This is an optimization exercise on Yosys and OpenROAD, whose aim is small area and a short achievable clock period, not a production implementation. In this exercise RTL edits were held to simulation tests only and were not proved equivalent to the original. Power figures rest on the tool's default switching activity, not on a simulated workload.

### flow/run.sh
#!/bin/bash
# synth_recipe.tcl (not shown) runs the flow's synth.tcl, then flattens the netlist and writes it again
# the make line also repeats each setting of config.mk as NAME=value (left out here)
make -C /OpenROAD-flow-scripts/flow DESIGN_CONFIG=/design/flow/config.mk WORK_HOME=/design/flow/orfs CLKGATE_MAP_FILE= SYNTH_SCRIPT=/design/flow/synth_recipe.tcl finish
### flow/config.mk
export PLATFORM = sky130hd
export DESIGN_NAME = ddr_timing_engine
export DESIGN_NICKNAME = ddr_timing_engine
export VERILOG_FILES = /design/flow/design.v
export SDC_FILE = /design/flow/constraint.sdc
export NUM_CORES = 4
export LEC_CHECK = 0
export CAP_MARGIN = 20
export CORE_MARGIN = 2
export CORE_UTILIZATION = 25
export SLEW_MARGIN = 20
### flow/constraint.sdc
create_clock -name core_clock -period 20.0 [get_ports {clk}]
set_input_delay 4.0000 -clock core_clock [delete_from_list [all_inputs] [get_ports {clk}]]
set_output_delay 4.0000 -clock core_clock [all_outputs]
set_load 0.01 [all_outputs]
### flow/design.v
module ddr_constraint (
    input  wire [2:0] state,
    input  wire       ap,
    input  wire       wr_busy,       
    input  wire       rd_busy,       
    input  wire       any_writing,
    input  wire       f_rrd,         
    input  wire       f_rdbus,       
    input  wire       f_wtr,         
    input  wire       f_wrbus,       
    input  wire       f_rtw,         
    output reg  [4:0] code_act,
    output reg  [4:0] code_rd,
    output reg  [4:0] code_wr,
    output reg  [4:0] code_pre
);
    localparam [2:0] S_IDLE = 3'd0, S_ACTIVATING = 3'd1, S_PRECHARGING = 3'd5;
    wire closed = (state == S_IDLE) || (state == S_PRECHARGING);
    always @(*) begin
        if (state == S_PRECHARGING)      code_act = 5'd9;
        else if (f_rrd)                  code_act = 5'd1;
        else if (state != S_IDLE)        code_act = 5'd13;
        else                             code_act = 5'd0;
        if (f_rdbus || any_writing)      code_rd = 5'd10;
        else if (state == S_ACTIVATING)  code_rd = 5'd2;
        else if (closed)                 code_rd = 5'd11;
        else if (ap)                     code_rd = 5'd14;
        else if (f_wtr)                  code_rd = 5'd7;
        else                             code_rd = 5'd0;
        if (f_wrbus)                     code_wr = 5'd10;
        else if (f_rtw)                  code_wr = 5'd5;
        else if (state == S_ACTIVATING)  code_wr = 5'd3;
        else if (closed)                 code_wr = 5'd12;
        else if (ap)                     code_wr = 5'd15;
        else                             code_wr = 5'd0;
        if (wr_busy)                     code_pre = 5'd8;
        else if (state == S_ACTIVATING)  code_pre = 5'd4;
        else if (rd_busy)                code_pre = 5'd6;
        else                             code_pre = 5'd0;
    end
endmodule
module ddr_bank_fsm (
    input  wire       clk,
    input  wire       rst,
    input  wire       hold,        
    input  wire       sel,         
    input  wire [1:0] kind,
    input  wire [2:0] l_state,
    input  wire [8:0] l_e,
    input  wire       l_ap,
    input  wire       l_p,
    input  wire [7:0] t_wr,
    input  wire [8:0] rp_p1,
    input  wire       idle_r,
    input  wire [8:0] rel_r,
    input  wire       idle_w,
    input  wire [8:0] rel_w,
    output reg  [2:0] state,
    output reg        ap,
    output wire       wr_busy,
    output reg        rd_busy
);
    localparam [2:0] S_IDLE = 3'd0, S_ACTIVATING = 3'd1, S_ACTIVE = 3'd2,
                     S_READING = 3'd3, S_WRITING = 3'd4, S_PRECHARGING = 3'd5;
    reg [8:0] e_cnt;
    reg [7:0] rc_cnt;
    assign wr_busy = (state == S_WRITING) || (rc_cnt != 8'd0);
    wire closed = (state == S_IDLE) || (state == S_PRECHARGING);
    wire load   = sel && !(kind == 2'd3 && closed);
    wire ends   = (e_cnt[8:1] == 8'd0);
    reg [2:0] p_state;
    reg [8:0] p_e;
    reg       p_ap;
    reg       p_rc;     
    always @(*) begin
        p_state = state;
        p_e     = e_cnt - 9'd1;
        p_ap    = ap;
        p_rc    = 1'b0;
        if (ends) begin
            case (state)
                S_ACTIVATING: p_state = S_ACTIVE;
                S_READING: begin
                    p_ap = 1'b0;
                    if (!ap)
                        p_state = S_ACTIVE;
                    else begin
                        p_state = idle_r ? S_IDLE : S_PRECHARGING;
                        p_e     = rel_r;
                    end
                end
                S_WRITING: begin
                    p_ap = 1'b0;
                    p_rc = 1'b1;
                    if (!ap)
                        p_state = S_ACTIVE;
                    else begin
                        p_state = idle_w ? S_IDLE : S_PRECHARGING;
                        p_e     = rel_w;
                    end
                end
                S_PRECHARGING: p_state = S_IDLE;
                default: ;
            endcase
        end
    end
    always @(posedge clk) begin
        if (rst) begin
            state   <= S_IDLE;
            ap      <= 1'b0;
            rc_cnt  <= t_wr;
            rd_busy <= 1'b0;
        end else if (!hold) begin
            if (load) begin
                state   <= l_state;
                e_cnt   <= l_e;
                ap      <= l_ap;
                rd_busy <= (kind == 2'd1) && l_p;
            end else begin
                state   <= p_state;
                e_cnt   <= p_e;
                ap      <= p_ap;
                rd_busy <= rd_busy && (e_cnt != rp_p1);
            end
            if ((load && kind == 2'd2) || (!load && p_rc))
                rc_cnt <= t_wr;
            else if (rc_cnt != 8'd0)
                rc_cnt <= rc_cnt - 8'd1;
        end
    end
endmodule
module ddr_timing_engine (
    input  wire        clk,
    input  wire        rst,
    input  wire [7:0]  cfg_trrd,
    input  wire [7:0]  cfg_trcd,
    input  wire [7:0]  cfg_twtr,
    input  wire [7:0]  cfg_trtw,
    input  wire [7:0]  cfg_twr,
    input  wire [7:0]  cfg_trp,
    input  wire [7:0]  cfg_cas,
    input  wire [7:0]  cfg_wl,
    input  wire [7:0]  cfg_btt,
    input  wire        cmd_valid,
    input  wire [2:0]  cmd_kind,
    input  wire        cmd_ap,
    input  wire        cmd_all,
    input  wire [2:0]  cmd_bank,
    input  wire [2:0]  qry_kind,
    input  wire [2:0]  qry_bank,
    output wire [4:0]  qry_code,
    output wire [31:0] can_issue,
    output wire [23:0] bank_state,
    output wire        fatal,
    output wire [3:0]  fatal_inv,
    output wire [4:0]  fatal_detail
);
    localparam [2:0] S_IDLE = 3'd0, S_ACTIVATING = 3'd1, S_ACTIVE = 3'd2,
                     S_READING = 3'd3, S_WRITING = 3'd4, S_PRECHARGING = 3'd5;
    wire [8:0] cb = {1'b0, cfg_cas} + {1'b0, cfg_btt};      
    wire [8:0] wb = {1'b0, cfg_wl} + {1'b0, cfg_btt};       
    wire [8:0] cb_m1 = cb - 9'd1;
    wire [8:0] wb_m1 = wb - 9'd1;
    wire [8:0] rp_p1 = {1'b0, cfg_trp} + 9'd1;
    wire       idle_r = (rp_p1 <= cb);
    wire [8:0] rel_r  = rp_p1 - cb;
    wire [8:0] rel_w  = {1'b0, cfg_twr} + {1'b0, cfg_trp};
    wire       idle_w = (rel_w == 9'd0);
    reg  [1:0] fenc;           
    reg  [3:0] fdet;
    assign fatal        = |fenc;
    assign fatal_inv    = {fenc[1] & fenc[0], fenc[1] & ~fenc[0], fenc[1] & ~fenc[0], |fenc};
    assign fatal_detail = {1'b0, fdet};
    wire [4:0]  code [0:31];
    wire [7:0]  writing;
    wire        any_writing = |writing;
    wire pre_all  = (cmd_kind == 3'd3) && cmd_all;
    wire reserved = cmd_kind[2] && (cmd_kind[1:0] != 2'b00);
    wire bank_cmd = !cmd_kind[2] && !pre_all;
    wire legal    = can_issue[{cmd_bank, cmd_kind[1:0]}];
    wire [4:0] cmd_code = code[{cmd_bank, cmd_kind[1:0]}];
    wire go     = cmd_valid && !fatal;
    wire raise  = go && (pre_all || reserved || (bank_cmd && !legal));
    wire commit = go && bank_cmd && legal;
    wire hold   = fatal || raise;
    wire [1:0] raise_enc = pre_all ? 2'd2 : reserved ? 2'd3 : 2'd1;
    wire [3:0] raise_det = pre_all ? 4'd0 : reserved ? {1'b0, cmd_kind} : cmd_code[3:0];
    always @(posedge clk) begin
        if (rst) begin
            fenc <= 2'd0;
            fdet <= 4'd0;
        end else begin
            fenc <= fenc | ({2{raise}} & raise_enc);
            fdet <= fdet | ({4{raise}} & raise_det);
        end
    end
    wire c_act = commit && (cmd_kind[1:0] == 2'd0);
    wire c_rd  = commit && (cmd_kind[1:0] == 2'd1);
    wire c_wr  = commit && (cmd_kind[1:0] == 2'd2);
    wire c_pre = commit && (cmd_kind[1:0] == 2'd3);
    reg  [2:0] l_state;
    reg  [8:0] l_e;
    reg        l_ap;
    always @(*) begin
        l_ap = 1'b0;
        l_e  = 9'd0;
        case (cmd_kind[1:0])
            2'd0: begin
                l_state = (cfg_trcd <= 8'd1) ? S_ACTIVE : S_ACTIVATING;
                l_e     = {1'b0, cfg_trcd} - 9'd1;
            end
            2'd1: begin
                if (cb != 9'd1) begin
                    l_state = S_READING;
                    l_e     = cb_m1;
                    l_ap    = cmd_ap;
                end else if (!cmd_ap) begin
                    l_state = S_ACTIVE;
                end else begin
                    l_state = idle_r ? S_IDLE : S_PRECHARGING;
                    l_e     = rel_r;
                end
            end
            2'd2: begin
                if (wb != 9'd1) begin
                    l_state = S_WRITING;
                    l_e     = wb_m1;
                    l_ap    = cmd_ap;
                end else if (!cmd_ap) begin
                    l_state = S_ACTIVE;
                end else begin
                    l_state = idle_w ? S_IDLE : S_PRECHARGING;
                    l_e     = rel_w;
                end
            end
            default: begin
                l_state = (cfg_trp <= 8'd1) ? S_IDLE : S_PRECHARGING;
                l_e     = {1'b0, cfg_trp} - 9'd1;
            end
        endcase
    end
    wire l_p = (cb_m1 > {1'b0, cfg_trp});      
    reg  [7:0] act_cnt;
    reg  signed [9:0] rd_rel, wr_rel;
    reg  f_rdbus, f_rdw, f_rtw, f_wrw, f_wtr;
    wire [7:0] act_src = c_act ? cfg_trrd : act_cnt;
    wire [7:0] act_nxt = (act_src == 8'd0) ? 8'd0 : act_src - 8'd1;
    wire signed [9:0] cb_s   = {1'b0, cb_m1};
    wire signed [9:0] wb_s   = {1'b0, wb_m1};
    wire signed [9:0] rd_nxt = c_rd ? cb_s :
                               (f_rdbus | f_rdw | f_rtw) ? rd_rel - 10'sd1 : rd_rel;
    wire signed [9:0] wr_nxt = c_wr ? wb_s :
                               (f_wrw | f_wtr) ? wr_rel - 10'sd1 : wr_rel;
    wire signed [9:0] cas_s  = {2'b00, cfg_cas};
    wire signed [9:0] wl_s   = {2'b00, cfg_wl};
    wire signed [9:0] rtw_s  = {2'b00, cfg_trtw};
    wire signed [9:0] wtr_s  = {2'b00, cfg_twtr};
    always @(posedge clk) begin
        if (rst) begin
            act_cnt <= cfg_trrd;
            rd_rel  <= 10'sd0;
            wr_rel  <= 10'sd0;
            f_rdbus <= 1'b0;
            f_rdw   <= 1'b0;
            f_rtw   <= (cfg_trtw > cfg_wl);
            f_wrw   <= 1'b0;
            f_wtr   <= (cfg_twtr != 8'd0);
        end else if (!hold) begin
            act_cnt <= act_nxt;
            rd_rel  <= rd_nxt;
            wr_rel  <= wr_nxt;
            f_rdbus <= (rd_nxt > cas_s);
            f_rdw   <= (rd_nxt > wl_s);
            f_rtw   <= (rd_nxt > wl_s - rtw_s);
            f_wrw   <= (wr_nxt > wl_s);
            f_wtr   <= (wr_nxt > 10'sd0 - wtr_s);
        end
    end
    wire f_rrd = (act_cnt != 8'd0);
    genvar b, k;
    generate
        for (b = 0; b < 8; b = b + 1) begin : g_bank
            wire [2:0] st;
            wire       apf, wrf, rpf;
            wire       sel = commit && (cmd_bank == b);
            ddr_bank_fsm u_fsm (
                .clk(clk), .rst(rst), .hold(hold),
                .sel(sel), .kind(cmd_kind[1:0]),
                .l_state(l_state), .l_e(l_e), .l_ap(l_ap), .l_p(l_p),
                .t_wr(cfg_twr), .rp_p1(rp_p1),
                .idle_r(idle_r), .rel_r(rel_r), .idle_w(idle_w), .rel_w(rel_w),
                .state(st), .ap(apf), .wr_busy(wrf), .rd_busy(rpf)
            );
            assign writing[b] = (st == S_WRITING);
            assign bank_state[3*b +: 3] = st;
            ddr_constraint u_chk (
                .state(st), .ap(apf), .wr_busy(wrf), .rd_busy(rpf),
                .any_writing(any_writing), .f_rrd(f_rrd),
                .f_rdbus(f_rdbus), .f_wtr(f_wtr),
                .f_wrbus(f_wrw | f_rdw), .f_rtw(f_rtw),
                .code_act(code[4*b+0]), .code_rd(code[4*b+1]),
                .code_wr(code[4*b+2]), .code_pre(code[4*b+3])
            );
            for (k = 0; k < 4; k = k + 1) begin : g_kind
                assign can_issue[4*b+k] = (code[4*b+k] == 5'd0);
            end
        end
    endgenerate
    assign qry_code = !qry_kind[2] ? code[{qry_bank, qry_kind[1:0]}] :
                      (qry_kind[1:0] == 2'b00) ? 5'd0 : 5'd16;
endmodule
==> qor.yml <==
synth_cells: 2975
cts_buffer_depth: 3
finalCritPeriodShare: 0.575
path_max_fanout: 28
die_x_um: 310
power_switching_share: 0.427
ios: 160
cts-root-buf: "clkbuf_16"
ctsResizeCount: 0
grt_use_total: 0.217
ir_worst_vdd_v: 0.0000603
yosysUniqueCellTypes: 92
placed_cells: 4302
synth_most_common_cell: "nor2_1"
synth_commonest_cells: "nor2_1, a21oi_1, nand2_1"
drv_cap: 0
worstMarginPinSlew_ps: 1250
rows: 112
setup_viol: 0
area_growth_pct: 17.4
synthArstFlopShare: 0
path_clk_slew_ps: 60
htree_levels: 1
totalWireLength_um: 108000
clock.fmax_mhz: 87.0
yosysWarningCount: 3
nets: 3300
place_congestion: 1.05
pwr-share-comb: 0.469
grt_pass1_vias: 23300
crit_path_end_kind: "primary output"
syn_nets: 3197
clkPwrFrac: 0.233
clkLatencyLatePin_ps: 600
synth_area_per_cell_um2: 7.86
diodes: 0
powerDensity_nw_per_um2: 79.4
rsz0062_at_grt: "no"
vias: 25200
synth_top_area_share: 0.188
via_per_inst: 5.78
core_um2: 93000
finClkSkew_ps: 31.1
relSlewSlack: 0.162
syn_area_um2: 23400
final_cells: 4353
yosys.area.top_type: "edfxtp_1"
outcome: "complete, no violations"
antenna_found_initial: 6
criticalPathCategory: "in -> out"
ys.flop_type: "edfxtp_1"
worstPathRequired_ps: 16000
die_area_um2: 96000
postCtsSetupBuffers: 0
crit_arrival_ps: 7500
power.leakage_nw: 9.83
ys_seq_area_frac: 0.247
grt_max_degree: 73
p_sw_w: 0.000930
critPathLaunchType: "input pin"
cts_tree: "built"
firstDrtPassIters: 6
die-height_um: 310
clock-sinks: 215
wire_per_inst_um: 24.8
drc: 0
dp_hpwl_um: 81400
grt_pass1_wl_um: 156000
overflow: 0
start_util: 0.251
synth_area_leaders: "edfxtp_1, ha_1, dfxtp_1"
cts_buffers: 27
drive_above_1_share: 0.0752
finalHoldViolations: 0
power_frac_seq: 0.298
ant_nets: 0
finalCriticalPeriod_ps: 11500
io_buffers: 158
cts_hold_buf: 0
drt_iter0_markers: 3379
ys_ff_latch: 215
internal-power_w: 0.00125
synth_edf_count: 146
final.setup.tns_ps: 0
hold_class: "reg -> reg"
drv_slew: 0
## path summary, 6_finish.rpt
| kind | start | cells after the start | slack, ps | end |
|---|---|---|---|---|
| worst max register to register | g_bank[6].u_fsm.state[0] | 18 | 13540 | f_wrw |
| worst min register to register | rd_rel[9] | 2 | 470 | rd_rel[9] |
| worst min-delay path | rd_rel[9] | 2 | 470 | rd_rel[9] |
| worst max-delay path | qry_bank[0] | 10 | 8500 | qry_code[2] |
## layer usage
metal  vias to the layer above  routed length, µm  track usage
li1                      11300                  -            -
met3                       332              11800       0.0516
met4                         8               6150        0.107
met1                     12100              43700        0.282
met5                         -                 52            0
met2                      1428              46400        0.334
## flip-flops by register name, summed over array words and instances (netlist names)
name and cells:
g_bank.u_fsm.state 24, g_bank.u_fsm.ap 8, rd_rel 10, f_rtw 1, g_bank.u_fsm.e_cnt 72, fenc 2
f_wrw 1, f_rdbus 1, wr_rel 10, g_bank.u_fsm.rd_busy 8, f_rdw 1, fdet 4
f_wtr 1, g_bank.u_fsm.rc_cnt 64, act_cnt 8
## cell type report
class | instances | area (µm²)
Timing Repair Buffer | 243 | 2220
Clock buffer | 36 | 709
Fill cell | 10100 | 65600
Tap cell | 1254 | 1570
Clock inverter | 14 | 163
Inverter | 168 | 631
Sequential cell | 215 | 5770
Multi-Input combinational cell | 2423 | 16400
## power by group through the flow
stage          combinational [W]  sequential, W  clock (W)
3_3_place_gp            0.000979       0.000656          0
5_1_grt                  0.00111       0.000661   0.000525
4_1_cts                  0.00100       0.000649   0.000511
6_report                 0.00102       0.000651   0.000508
2_1_floorplan           0.000680       0.000634          0
3_5_place_dp            0.000995       0.000657          0
## critical path, stage by stage
cell             delay [ps]
clkdlybuf4s50_1         450
buf_4                   320
clkinv_1                610
mux4_2                  660
o22ai_1                 150
nand2_1                  60
o311ai_0                100
a21oi_1                  80
a311oi_1                420
clkdlybuf4s50_1         620
## layout by cell type (no fill, tap or decap), drive strengths merged, types with 65 or more instances in the layout
| cell type | Yosys | routed |
|---|---|---|
| buf | 42 | 87 |
| inv | 164 | 166 |
| a21oi | 242 | 242 |
| dfxtp | 69 | 69 |
| ha | 128 | 128 |
| nand2 | 231 | 231 |
| o22ai | 93 | 93 |
| xnor2 | 121 | 121 |
| nor3 | 114 | 114 |
| clkdlybuf4s50 | 0 | 156 |
| xor2 | 143 | 143 |
| edfxtp | 146 | 146 |
| o21ai | 156 | 156 |
| nor2 | 291 | 291 |
| nand3 | 65 | 65 |
## metrics by stage
stage | instance area (µm²) | util | setup slack (ps) | total power, W | hold slack [ps]
2_1_floorplan | 23400 | - | 10080 | 0.00131 | 449
3_3_place_gp | 26500 | 0.285 | 8520 | 0.00164 | 452
3_5_place_dp | 26600 | 0.285 | 8530 | 0.00165 | 466
4_1_cts | 27400 | 0.295 | 8530 | 0.00216 | 474
5_1_grt | 27500 | 0.295 | 8310 | 0.00230 | 484
6_report | 27500 | 0.295 | 8500 | 0.00218 | 475
## kinds of logic after synthesis
kind of cell / count (synthesis) / synth area share
compound gates: 898 / 0.257
xor+xnor: 264 / 0.0989
fa+ha+maj: 136 / 0.0741
buf+inv: 337 / 0.0559
flops: 215 / 0.247
mux: 91 / 0.0473
other cells: 1 / 0.000160
simple gates: 1033 / 0.220

==> static timing again, ports no longer ideal <==
No port has a modelled driver above. Below, the same layout with a new extraction and two added sets of constraints.
Step 1: set_driving_cell puts a clkbuf_16 on clk and a buf_2 on each other input, an assumption about the parent block.
Step 2 times the ports against the registers' clock, not the clock port: input delays grow and output delays shrink by t, the midpoint of the rising clock arrivals with the driver on.
a / b / c = ideal / step 1 / step 2; a / b = the first two.
shift t [ns]: 0.655
setup WS [ns]: 8.502 / 8.469 / 8.469
hold WS [ns]: 0.475 / 0.475 / 0.475
worst data-port slew with drivers (ns): 0.18
After both steps setup and hold are still met in this run. For this run, drivers alone change the setup slack by -0.033 ns; drivers and shift together by -0.033 ns.
